This design comes from an exercise in tuning for small area, a short achievable clock period and few clock cycles per item on the open sky130 flow, not from production work.
Only simulation tests tie the RTL to the original design; equivalence was not proved.

**flow/constraint.sdc**
```tcl
create_clock -name core_clock -period 22.0 [get_ports {clk}]
set_input_delay 4.4000 -clock core_clock [delete_from_list [all_inputs] [get_ports {clk}]]
set_output_delay 4.4000 -clock core_clock [all_outputs]
set_load 0.01 [all_outputs]
```
**flow/run.sh**
```bash
#!/bin/bash
# synth_recipe.tcl (not shown) runs the flow's synth.tcl, then flattens the netlist and writes it again
# the make line also repeats each setting of config.mk as NAME=value (left out here)
make -C /OpenROAD-flow-scripts/flow DESIGN_CONFIG=/design/flow/config.mk WORK_HOME=/design/flow/orfs CLKGATE_MAP_FILE= SYNTH_SCRIPT=/design/flow/synth_recipe.tcl finish
```
**flow/design.v**
```verilog
module gf251_mul (
    input  wire [15:0] prod,
    output wire [7:0]  p
);
    wire [10:0] q = prod[15:8] * 3'd5 + prod[7:0];    
    wire [8:0]  s = q[10:8] * 3'd5 + q[7:0];           
    assign p = (s >= 9'd251) ? s - 9'd251 : s[7:0];
endmodule
module gf251_encode (
    input  wire         clk,
    input  wire         rst,
    input  wire         start,
    input  wire [3:0]   k,
    input  wire [7:0]   n,
    input  wire [7:0]   r,
    input  wire [111:0] px,         
    output wire         ready,
    output wire         out_valid,
    input  wire         out_ready,
    output wire         out_last,
    output wire         out_err,
    output wire [7:0]   out_m,      
    output wire [7:0]   out_d       
);
    function [7:0] norm8(input [7:0] v);
        begin
            norm8 = (v >= 8'd251) ? v - 8'd251 : v;
        end
    endfunction
    function [8:0] lfold(input [9:0] u);
        begin
            lfold = u[7:0] + u[9:8] * 3'd5;
        end
    endfunction
    function [7:0] canon(input [9:0] u);
        begin
            canon = (u >= 10'd502) ? u - 10'd502 : (u >= 10'd251) ? u - 10'd251 : u[7:0];
        end
    endfunction
    function [8:0] cmul(input [9:0] u, input [2:0] c);
        reg [12:0] v;
        begin
            v = u * c;
            cmul = v[7:0] + v[12:8] * 3'd5;
        end
    endfunction
    reg        rdy;         
    wire       pend = ~rdy;  
    reg [2:0]  pc;          
    reg [15:0] PR;          
    reg [7:0]  P [0:13];
    reg [7:0]  R;           
    reg [7:0]  B0;
    reg [3:0]  KK;
    reg [7:0]  NN;
    reg        bad;
    wire [7:0]  mul_p;
    wire [15:0] mul_prod = R * (pc[1] ? P[1] : P[0]);
    gf251_mul u_mul (.prod(PR), .p(mul_p));
    localparam E_IDLE = 3'd0;
    localparam E_CONV = 3'd1;
    localparam E_STEP = 3'd2;
    localparam E_OUT  = 3'd3;
    localparam E_ERR  = 3'd4;
    reg [2:0]  est;
    reg [2:0]  s;
    reg [3:0]  ek;
    reg [7:0]  cnt;
    reg [8:0]  F [0:7];     
    reg [8:0]  G [0:7];
    reg        o_valid, o_last, o_err;
    wire xfer     = o_valid & out_ready;
    wire eng_free = (est == E_IDLE) || (xfer && o_last);
    wire launch   = pend && pc[2] && eng_free;
    wire last_s   = ({1'b0, s} == ek - 4'd1);
    wire release_p = (launch && bad) || (est == E_CONV && last_s);
    wire estep    = (est == E_STEP) || (est == E_OUT && out_ready);
    wire conv     = (est == E_CONV);
    wire [9:0] sumF [0:6];    
    wire [9:0] sumG [0:6];
    genvar t;
    generate
        for (t = 0; t < 7; t = t + 1) begin : g_sum
            assign sumF[t] = {1'b0, F[t]} + {1'b0, F[t+1]};
            assign sumG[t] = {1'b0, G[t]} + {1'b0, G[t+1]};
        end
    endgenerate
    wire [7:0] nextF0 = canon(sumF[0]);
    wire [7:0] nextG0 = canon(sumG[0]);
    wire [3:0] gidx  = ek + {1'b0, s} - 4'd2;
    wire [7:0] feedF = norm8(P[s]);
    wire [7:0] feedG = norm8(P[gidx]);
    assign ready = rdy;
    integer q;
    always @(posedge clk) begin
        if (!pend) begin
            for (q = 0; q < 14; q = q + 1) P[q] <= px[8*q +: 8];
            R  <= r;
            KK <= k;
            NN <= n;
        end else begin
            case (pc)
                3'd0: begin
                    P[0] <= (norm8(P[0]) == 8'd0) ? 8'd1 : norm8(P[0]);
                    P[1] <= (norm8(P[1]) == 8'd0) ? 8'd1 : norm8(P[1]);
                    R    <= 8'd251 - R;
                    bad  <= (KK < 4'd3) || (KK > 4'd8) || (NN < {4'd0, KK}) || (NN > 8'd250);
                end
                3'd1: PR <= mul_prod;
                3'd2: begin
                    B0 <= mul_p;
                    PR <= mul_prod;
                end
                3'd3: R  <= mul_p;
                default: ;
            endcase
        end
        if (launch) begin
            F[0] <= {1'b0, P[1]};
            F[1] <= {1'b0, P[0]};
            G[0] <= {1'b0, R};
            G[1] <= {1'b0, B0};
            for (q = 2; q < 8; q = q + 1) begin
                F[q] <= 9'd0;
                G[q] <= 9'd0;
            end
        end else if (conv) begin
            F[0] <= {1'b0, feedF};
            G[0] <= {1'b0, feedG};
            F[1] <= {1'b0, nextF0};
            G[1] <= {1'b0, nextG0};
            for (q = 2; q < 8; q = q + 1) begin
                F[q] <= cmul(sumF[q-1], q);
                G[q] <= cmul(sumG[q-1], q);
            end
        end else if (estep) begin
            F[0] <= {1'b0, nextF0};
            G[0] <= {1'b0, nextG0};
            for (q = 1; q < 7; q = q + 1) begin
                F[q] <= lfold(sumF[q]);
                G[q] <= lfold(sumG[q]);
            end
        end
        if (launch) begin
            ek  <= KK;
            cnt <= NN;
            s   <= 3'd2;
        end else if (conv) begin
            s <= s + 3'd1;
        end else if (est == E_STEP || xfer) begin
            cnt <= cnt - 8'd1;
        end
        if (rst) begin
            pc      <= 3'd0;
            rdy     <= 1'b1;
            est     <= E_IDLE;
            o_valid <= 1'b0;
            o_last  <= 1'b0;
            o_err   <= 1'b0;
        end else begin
            if (!pend) begin
                rdy  <= ~start;
                pc   <= 3'd0;
            end else begin
                if (!pc[2]) pc <= pc + 3'd1;
                if (release_p) begin
                    rdy  <= 1'b1;
                end
            end
            if (launch) begin
                est     <= bad ? E_ERR : E_CONV;
                o_valid <= bad;
                o_err   <= bad;
                o_last  <= bad;
            end else begin
                case (est)
                    E_CONV: if (last_s) est <= E_STEP;
                    E_STEP: begin
                        est     <= E_OUT;
                        o_valid <= 1'b1;
                        o_last  <= (cnt == 8'd1);
                    end
                    E_OUT: if (out_ready) begin
                        if (o_last) begin
                            est     <= E_IDLE;
                            o_valid <= 1'b0;
                        end
                        o_last <= (cnt == 8'd1);
                    end
                    E_ERR: if (out_ready) begin
                        est     <= E_IDLE;
                        o_valid <= 1'b0;
                        o_err   <= 1'b0;
                    end
                    default: est <= E_IDLE;
                endcase
            end
        end
    end
    assign out_valid = o_valid;
    assign out_last  = o_last;
    assign out_err   = o_err;
    assign out_m     = F[0][7:0];
    assign out_d     = G[0][7:0];
endmodule
```
**flow/config.mk**
```make
export PLATFORM = sky130hd
export DESIGN_NAME = gf251_encode
export DESIGN_NICKNAME = gf251_encode
export VERILOG_FILES = /design/flow/design.v
export SDC_FILE = /design/flow/constraint.sdc
export NUM_CORES = 4
export LEC_CHECK = 0
export CAP_MARGIN = 20
export CORE_MARGIN = 2
export CORE_UTILIZATION = 40
export PLACE_DENSITY = 0.6
export SLEW_MARGIN = 20
```
==> results of run 1 <==
kinds of logic (layout without fill, tap and decap cells):
family / Yosys count / after routing / synth area share (%)
AND/OR/NAND/NOR: 732 / 732 / 10.5
buffers and inverters: 470 / 598 / 5.44
adder cells (fa/ha/maj): 682 / 682 / 28.9
multiplexers: 56 / 56 / 1.87
AO/OA/AOI/OAI: 954 / 954 / 19.0
flip-flops: 324 / 324 / 25.7
XOR/XNOR: 318 / 318 / 8.52
sequential cells by signal (all words and copies together), names as in the netlist, 4 cells and up:
| register | count |
|---|---|
| NN | 8 |
| ek | 4 |
| P | 112 |
| cnt | 8 |
| G | 71 |
| PR | 16 |
| KK | 4 |
| R | 8 |
| F | 71 |
| B0 | 8 |
how the worst min path moves through the flow:
stage | startpoint | endpoint | slack, ns | cells past startpoint
floorplan | F[7][6] | F[7][6] | 0.44 | 2
global placement | G[7][6] | G[7][6] | 0.45 | 2
detailed placement | G[7][7] | G[7][7] | 0.45 | 2
CTS | G[7][6] | G[7][6] | 0.46 | 2
global route | G[7][5] | G[7][5] | 0.48 | 2
finish | G[7][5] | G[7][5] | 0.46 | 2
worst min-delay path: cells and delay by family (launching register included):
family / cells / cell delay, ns
compound gates: 1 / 0.05
flops: 1 / 0.31
simple gates: 1 / 0.05
cell usage in the layout (no fill, tap or decap), types with 19 or more instances in the layout:
cell             synthesis  final
clkbuf_16                0     42
nand4_1                 19     19
a21o_1                 123    123
o211ai_1                22     22
and2_1                  31     31
and3_1                  19     19
nor3_1                  34     32
mux2_2                  23     23
ha_1                   545    545
edfxtp_1               201    201
a311oi_1                27     27
xnor2_1                224    224
fa_1                   137    137
o21bai_1                71     71
nor2_1                 180    178
o221ai_1                26     26
inv_1                  350    350
nand3_1                 35     34
nor2b_1                 78     78
dfxtp_1                123    122
o21a_1                  32     32
xor2_1                  92     92
nand2b_1                28     28
a31oi_1                 21     21
a221oi_1                22     22
o21ai_0                135    134
a211oi_1                28     28
mux2i_1                 29     29
nand2_1                257    256
a21oi_1                307    306
clkdlybuf4s50_1          0    155
cell type report:
class	instances	area, µm²
clock buffers	55	1150
clock inverters	21	305
fillers	7889	44900
inverters	351	1320
multi-input cells	2742	22800
flip-flops and latches	324	8500
well taps	1070	1340
repair buffers	171	1670
routing by layer:
metal / wire (µm) / vias up / GRT usage [%]
met5: 15 / - / 0
met4: 2410 / 2 / 5.85
met3: 3780 / 136 / 2.37
met2: 41800 / 579 / 35.7
met1: 39100 / 12188 / 26.7
li1: - / 12837 / -
metrics by stage:
stage                     hold WS (ns)  worst slack, ns  util, %  area [µm²]
after floorplan                  0.436            14.80        -       33000
after global placement           0.449            14.00     43.5       35600
after detailed placement         0.455            13.96     43.5       35600
after CTS                        0.463            14.56     45.2       37100
after global routing             0.484            14.33     45.2       37100
final                            0.459            14.54     45.2       37100
==> key figures, run 1 <==
Placed design
  • DP Wirelength: 67.2 mm
  • I/O Buffers: 155
  • Placed insts: ~4700
  • GP Congestion: ~0.87

Critical path
  • Cell mode on critical path: buf_4
  • CP endpoint kind: flop
  • CP required: 22.22 ns
  • Critical path's slowest cell: buf_4
  • Worst setup SP type: input port
  • R2R Path End: F[7][7]
  • Max stage delay on crit path: about 0.74 ns
  • Critical Path Sink: F[1][4]
  • Reg2reg setup slack: 15.21 ns
  • R2r worst-path depth: 31
  • Worst R2R Start: F[6][0]
  • Crit path cell chain: clkdlybuf4s50_1 > nand3_1 > o31ai_1 > nand3_4 > inv_4 > buf_4 > nor2_2 > nand2_1 > buf_4
  • Setup crit start: out_ready
  • Crit Path Max Fanout: between 60 and 70
  • CP Data Arrival Time: approximately 7.7 ns
  • WP depth: 9
  • Critical setup path kind: input port to flop
  • Delay-heaviest family, CP: buffers and inverters
  • CP bufs+invs: 4

Synth
  • Distinct cells, synth: 90
  • Sequential share of the synthesized area: 25.7%
  • Synth async-reset ratio: 0%
  • Synth top area share: 20.6%
  • Most numerous cell in the Yosys netlist: ha_1
  • Post-synth EDFFs: around 200
  • Syn_area_per_cell: between 9 and 10 µm²
  • Synth Flop Type: edfxtp_1
  • Synthesized flop and latch total: 324
  • Post-synth top cells: ha_1, inv_1, a21oi_1, nand2_1, xnor2_1
  • Yosys warning count: 4
  • Top cells by area, synth: ha_1, edfxtp_1, fa_1
  • Area leader, netlist: ha_1
  • Mapped Area: ~33000 µm²
  • Syn Nets: roughly 4400
  • Cells after Synth: 3536

Timing
  • Final Critical Period: roughly 7.5 ns
  • Final hold viol count: 0
  • Final period util: between 30 and 40%
  • Slew Viols, Final: 0
  • Highest clock rate: approximately 0.13 GHz
  • Post-route setup TNS: 0 ns
  • Slew HR: 25.7%
  • RSZ-0062 raised after global routing: false
  • Clock Skews: between 0.03 and 0.04 ns
  • Tightest Pin Transition: between 1 and 1.5 ns
  • Final setup viols: 0

Detailed routing
  • Vias per cell: between 5 and 6
  • Via Count: between 20000 and 30000
  • WL/cell: between 15 and 20 µm
  • Final WL: approximately 87 mm
  • Residual DRC count: 0
  • DRT iter0 DRCs: approximately 1600
  • DRT antenna net count: 0
  • Initial DRT Pass Iterations: 6

Global routing
  • GRT Total Usage: between 20% and 30%
  • Vias in the first global route: roughly 26000
  • First-pass GRT wire length: around 140 mm
  • Initial antenna violation count: 1
  • Overflow left after global routing: 0
  • Largest net degree at the start of global routing: 85

Clock network
  • Clk pin slew, worst setup/hold paths: 0.05 ns
  • Cts hold-fix bufs: 0
  • CTS tree: yes
  • Post-CTS resize count: 0
  • # H-tree levels: 2
  • # Post-CTS Setup Buffers: 0
  • Clock Latency Late Sink: around 0.60 ns
  • Cts bufs inserted: 42
  • CTS sink cnt: about 320
  • Clock tree buffer depth: 3
  • Clk root buf: clkbuf_16

Die
  • Die area: about 85000 µm²
  • Die Wd: 291 µm
  • I/O Pins: 156
  • Starting density of the core: a little over 40%
  • Core area: around 80000 µm²
  • Site row count: 105
  • Chip height: approximately 300 µm

Finish
  • Antenna fix cells: 0
  • Net count reported at finish: roughly 4500
  • Finished Layout Cells: 4734
  • Layout cells sized above 1: 3.49%
  • Synthesis-to-finish area growth: 12.3%

Status
  • Status: timing/DRC/antenna clean

Min path
  • Hold Crit Class: flop to flop

Run
  • Max cap viols: 0
Testbench counts, summed over its fixed seeds: cycles 4,966, items 3,482.
==> run 2, diff against run 1 <==
--- a/flow/design.v
+++ b/flow/design.v
@@ -73,7 +73,7 @@
     wire eng_free = (est == E_IDLE) || (xfer && o_last);
     wire launch   = pend && pc[2] && eng_free;
     wire last_s   = ({1'b0, s} == ek - 4'd1);
-    wire release_p = (launch && bad) || (est == E_CONV && last_s);
+    wire release_p = (launch && (bad || KK == 4'd3)) || (est == E_CONV && last_s);
     wire estep    = (est == E_STEP) || (est == E_OUT && out_ready);
     wire conv     = (est == E_CONV);
     wire [9:0] sumF [0:6];    
@@ -87,8 +87,9 @@
     endgenerate
     wire [7:0] nextF0 = canon(sumF[0]);
     wire [7:0] nextG0 = canon(sumG[0]);
-    wire [3:0] gidx  = ek + {1'b0, s} - 4'd2;
-    wire [7:0] feedF = norm8(P[s]);
+    wire [3:0] gidx  = launch ? KK : ek + {1'b0, s} - 4'd2;
+    wire [2:0] fidx  = launch ? 3'd2 : s;
+    wire [7:0] feedF = norm8(P[fidx]);
     wire [7:0] feedG = norm8(P[gidx]);
     assign ready = rdy;
     integer q;
@@ -116,11 +117,13 @@
             endcase
         end
         if (launch) begin
-            F[0] <= {1'b0, P[1]};
-            F[1] <= {1'b0, P[0]};
-            G[0] <= {1'b0, R};
-            G[1] <= {1'b0, B0};
-            for (q = 2; q < 8; q = q + 1) begin
+            F[0] <= {1'b0, feedF};
+            F[1] <= {1'b0, P[0]} + {1'b0, P[1]};
+            F[2] <= {P[0], 1'b0};
+            G[0] <= {1'b0, feedG};
+            G[1] <= {1'b0, B0} + {1'b0, R};
+            G[2] <= {B0, 1'b0};
+            for (q = 3; q < 8; q = q + 1) begin
                 F[q] <= 9'd0;
                 G[q] <= 9'd0;
             end
@@ -144,7 +147,7 @@
         if (launch) begin
             ek  <= KK;
             cnt <= NN;
-            s   <= 3'd2;
+            s   <= 3'd3;
         end else if (conv) begin
             s <= s + 3'd1;
         end else if (est == E_STEP || xfer) begin
@@ -168,7 +171,7 @@
                 end
             end
             if (launch) begin
-                est     <= bad ? E_ERR : E_CONV;
+                est     <= bad ? E_ERR : (KK == 4'd3) ? E_STEP : E_CONV;
                 o_valid <= bad;
                 o_err   <= bad;
                 o_last  <= bad;
==> key figures, run 2 <==
Finish
  • Commonest non-fill, non-tap cell in the layout: ha_1 (unchanged)
  • Net count reported at finish: 4593 (was 4450)
  • Antenna fix cells: 0 (unchanged)
  • Synthesis-to-finish area growth: 11.7% (was 12.3%)
  • Max reg flops: 112 (unchanged)
  • Core Util, Final: 45.1% (was 45.2%)
  • FILL cells: 8065 (was 7889)
  • Biggest register: P (unchanged)
  • Layout cells sized above 1: 3.35% (was 3.49%)
  • Finished Layout Cells: 4874 (was 4734)
  • Commonest cells after routing, fill and taps aside: ha_1, inv_1, a21oi_1, nand2_1, xnor2_1 (unchanged)
  • Regs by FF count: P x112, F x71, G x71 (unchanged)

Timing
  • Tightest Pin Transition: 1.03 ns (was 1.11 ns)
  • Slew Viols, Final: 0 (unchanged)
  • Slew HR: 31.5% (was 25.7%)
  • Highest clock rate: 0.119 GHz (was 0.134 GHz)
  • Clock Skews: 0.0410 ns (was 0.0348 ns)
  • Final Critical Period: 8.38 ns (was 7.46 ns)
  • Final period util: 38.1% (was 33.9%)
  • RSZ-0062 raised after global routing: false (unchanged)
  • Final hold viol count: 0 (unchanged)
  • Min Hold Slack: 0.455 ns (was 0.459 ns)
  • Post-route setup TNS: 0 ns (unchanged)
  • Final setup viols: 0 (unchanged)

Critical path
  • Crit Path Max Fanout: 57 (was 67)
  • R2R Path End: R[4] (was F[7][7])
  • Reg2reg setup slack: 15.25 ns (was 15.21 ns)
  • CP required: 22.32 ns (was 22.22 ns)
  • R2r worst-path depth: 24 (was 31)
  • Critical setup path kind: input port to flop (unchanged)
  • Worst R2R Start: PR[9] (was F[6][0])
  • Setup crit start: out_ready (unchanged)
  • CP endpoint kind: flop (unchanged)
  • CP Data Arrival Time: 8.70 ns (was 7.68 ns)
  • Worst setup SP type: input port (unchanged)

Clock network
  • Post-CTS resize count: 0 (unchanged)
  • CTS sink cnt: 324 (unchanged)
  • # Post-CTS Setup Buffers: 0 (unchanged)
  • Clock tree buffer depth: 3 (unchanged)
  • Clk root buf: clkbuf_16 (unchanged)
  • Cts bufs inserted: 40 (was 42)
  • Cts hold-fix bufs: 0 (unchanged)
  • Clk pin slew, worst setup/hold paths: 0.07 ns (was 0.05 ns)
  • # H-tree levels: 2 (unchanged)
  • Clock Latency Late Sink: 0.60 ns (about the same)
  • CTS tree: yes (unchanged)

Synth
  • Most numerous cell in the Yosys netlist: ha_1 (unchanged)
  • Post-synth top cells: ha_1, inv_1, a21oi_1, nand2_1, xnor2_1 (unchanged)
  • Post-synth EDFFs: 219 (was 201)
  • Area leader, netlist: ha_1 (unchanged)
  • Yosys warning count: 4 (unchanged)
  • Syn_area_per_cell: 9.22 µm² (was 9.34 µm²)
  • Synth Flop Type: edfxtp_1 (unchanged)
  • Cells after Synth: 3657 (was 3536)
  • Sequential share of the synthesized area: 25.7% (about the same)
  • Synthesized flop and latch total: 324 (unchanged)
  • Distinct cells, synth: 89 (was 90)
  • Top cells by area, synth: ha_1, edfxtp_1, fa_1 (unchanged)
  • Synth top area share: 20.6% (about the same)
  • Mapped Area: 33700 µm² (was 33000 µm²)
  • Syn Nets: 4488 (was 4354)
  • Synth async-reset ratio: 0% (unchanged)

Global routing
  • Global-route met1 utilization: 28.8% (was 26.7%)
  • Met3 Use GR: 1.93% (was 2.37%)
  • Vias in the first global route: 26283 (was 25875)
  • First-pass GRT wire length: 147 mm (was 141 mm)
  • GR peak layer: met2 (unchanged)
  • Met2 Use GR: 36.5% (was 35.7%)
  • Overflow left after global routing: 0 (unchanged)
  • Largest net degree at the start of global routing: 93 (was 85)
  • GRT Total Usage: 21.3% (was 20.5%)
  • Initial antenna violation count: 0 (was 1)

Detailed routing
  • Vias per cell: 5.40 (was 5.44)
  • Initial DRT Pass Iterations: 6 (unchanged)
  • Via Count: 26343 (was 25742)
  • DRT antenna net count: 0 (unchanged)
  • Final WL: 91.7 mm (was 87.0 mm)
  • WL/cell: 18.8 µm (was 18.4 µm)
  • Residual DRC count: 0 (unchanged)
  • DRT iter0 DRCs: 1765 (was 1617)

Placed design
  • DP Wirelength: 72.7 mm (was 67.2 mm)
  • GP Congestion: 0.932 (was 0.872)
  • Placed insts: 4800 (was 4658)
  • I/O Buffers: 155 (unchanged)

Die
  • I/O Pins: 156 (unchanged)
  • Core area: 83600 µm² (was 82000 µm²)
  • Die Wd: 294 µm (was 291 µm)
  • Die area: 86700 µm² (was 84900 µm²)
  • Chip height: 294 µm (was 291 µm)
  • Starting density of the core: 40.4% (was 40.3%)
  • Site row count: 106 (was 105)

Run
  • Max cap viols: 0 (unchanged)

Min path
  • WHS Endpoint: F[7][4] (was G[7][5])
  • Hold Path Stages: 2 (unchanged)
  • Hold Crit Class: flop to flop (unchanged)
  • Worst Hold Launch: F[7][4] (was G[7][5])

Status
  • Status: timing/DRC/antenna clean (unchanged)
[run 2: cell count changes after synthesis, sizes merged, moves of 11 or more]
cell,previous run,this run
o221ai,26,3
mux2,25,14
and3,19,7
inv,350,384
o21ai,151,173
o21bai,71,87
a21o,123,134
a22oi,13,34
nand2,257,283
edfxtp,201,219
nor2,180,226
ha,545,556
nand2b,28,43
dfxtp,123,105
[run 2: worst max path at each step]
stage / to / slack [ns] / cells after the start
after global routing: G[0][1] / 13.46 / 14
after CTS: G[0][1] / 13.75 / 14
after floorplan: F[0][0] / 14.75 / 10
final: G[0][1] / 13.62 / 14
after global placement: G[0][1] / 13.10 / 14
after detailed placement: G[0][1] / 13.11 / 14
[run 2: logic make-up (layout without fill, tap and decap cells)]
family	Yosys count	after routing	share of synthesized area [%]
flops	324	324	25.7
buf+inv	494	631	5.68
fa+ha+maj	695	695	28.9
compound gates	959	959	18.2
mux	54	54	1.76
xor+xnor	333	333	8.75
simple gates	798	798	11.0
[run 2: stage by stage]
stage	setup slack, ns	instance area [µm²]
after floorplan	14.75	33700
after global placement	13.10	36300
after detailed placement	13.11	36300
final	13.62	37700
after CTS	13.75	37700
after global routing	13.46	37700
[run 2: cell type report]
class                      instances  area (µm²)  area share (%)
clock buffer                      52        1100            2.91
clock inverter                    22         250           0.664
inverter                         386        1450            3.86
multi-input combinational       2839       23200            61.5
sequential                       324        8680            23.0
tap                             1080        1350            3.59
timing repair buffer             171        1670            4.44
[run 2: metal layers]
layer	routed length, µm	part of all wire [%]
met2	43500	47
met4	2200	2.4
met1	42300	46
met3	3640	4.0
met5	0	0
[run 2: critical path: stages]
cell             delay, ns
clkdlybuf4s50_1       0.54
nand3_1               0.16
a21o_4                0.40
buf_4                 0.71
mux2i_1               0.42
a222oi_1              0.58
o221a_2               0.27
and3_1                0.28
inv_1                 0.09
ha_1                  0.19
nand2b_1              0.19
nand3b_4              0.15
mux2i_1               0.19
a21oi_1               0.08
Testbench counts of run 2, summed over its fixed seeds: cycles 4,646, items 3,482.

port drivers added, routing unchanged:
In the flow no input, the clock included, has a driving cell. The finished layouts below were timed again as built, in two steps. Step 1 sets driving cells, clkbuf_16 on the clock port and buf_2 on the other inputs (assumed; they add their load-dependent delay and slew). Step 2 adds t to the input delays and takes it off the output delays; t is the mean of the earliest and latest rising clock arrival at the registers after step 1. Input paths then give back, and output paths get back, about the clock's delay inside the block. a / b / c = ideal ports / drivers / drivers and shift; a / b = the first two.
run	t (ns)	setup WS [ns]	worst setup path after step 2	worst register clock-pin slew, ns
run 1	0.642	14.543 / 14.514 / 13.872	input to register	0.06 / 0.06
run 2	0.647	13.620 / 13.643 / 12.996	input to register	0.07 / 0.07
After both steps every run listed still meets setup and hold. For run 1, which loses most, drivers alone change the setup slack by -0.029 ns; drivers and shift together by -0.671 ns.
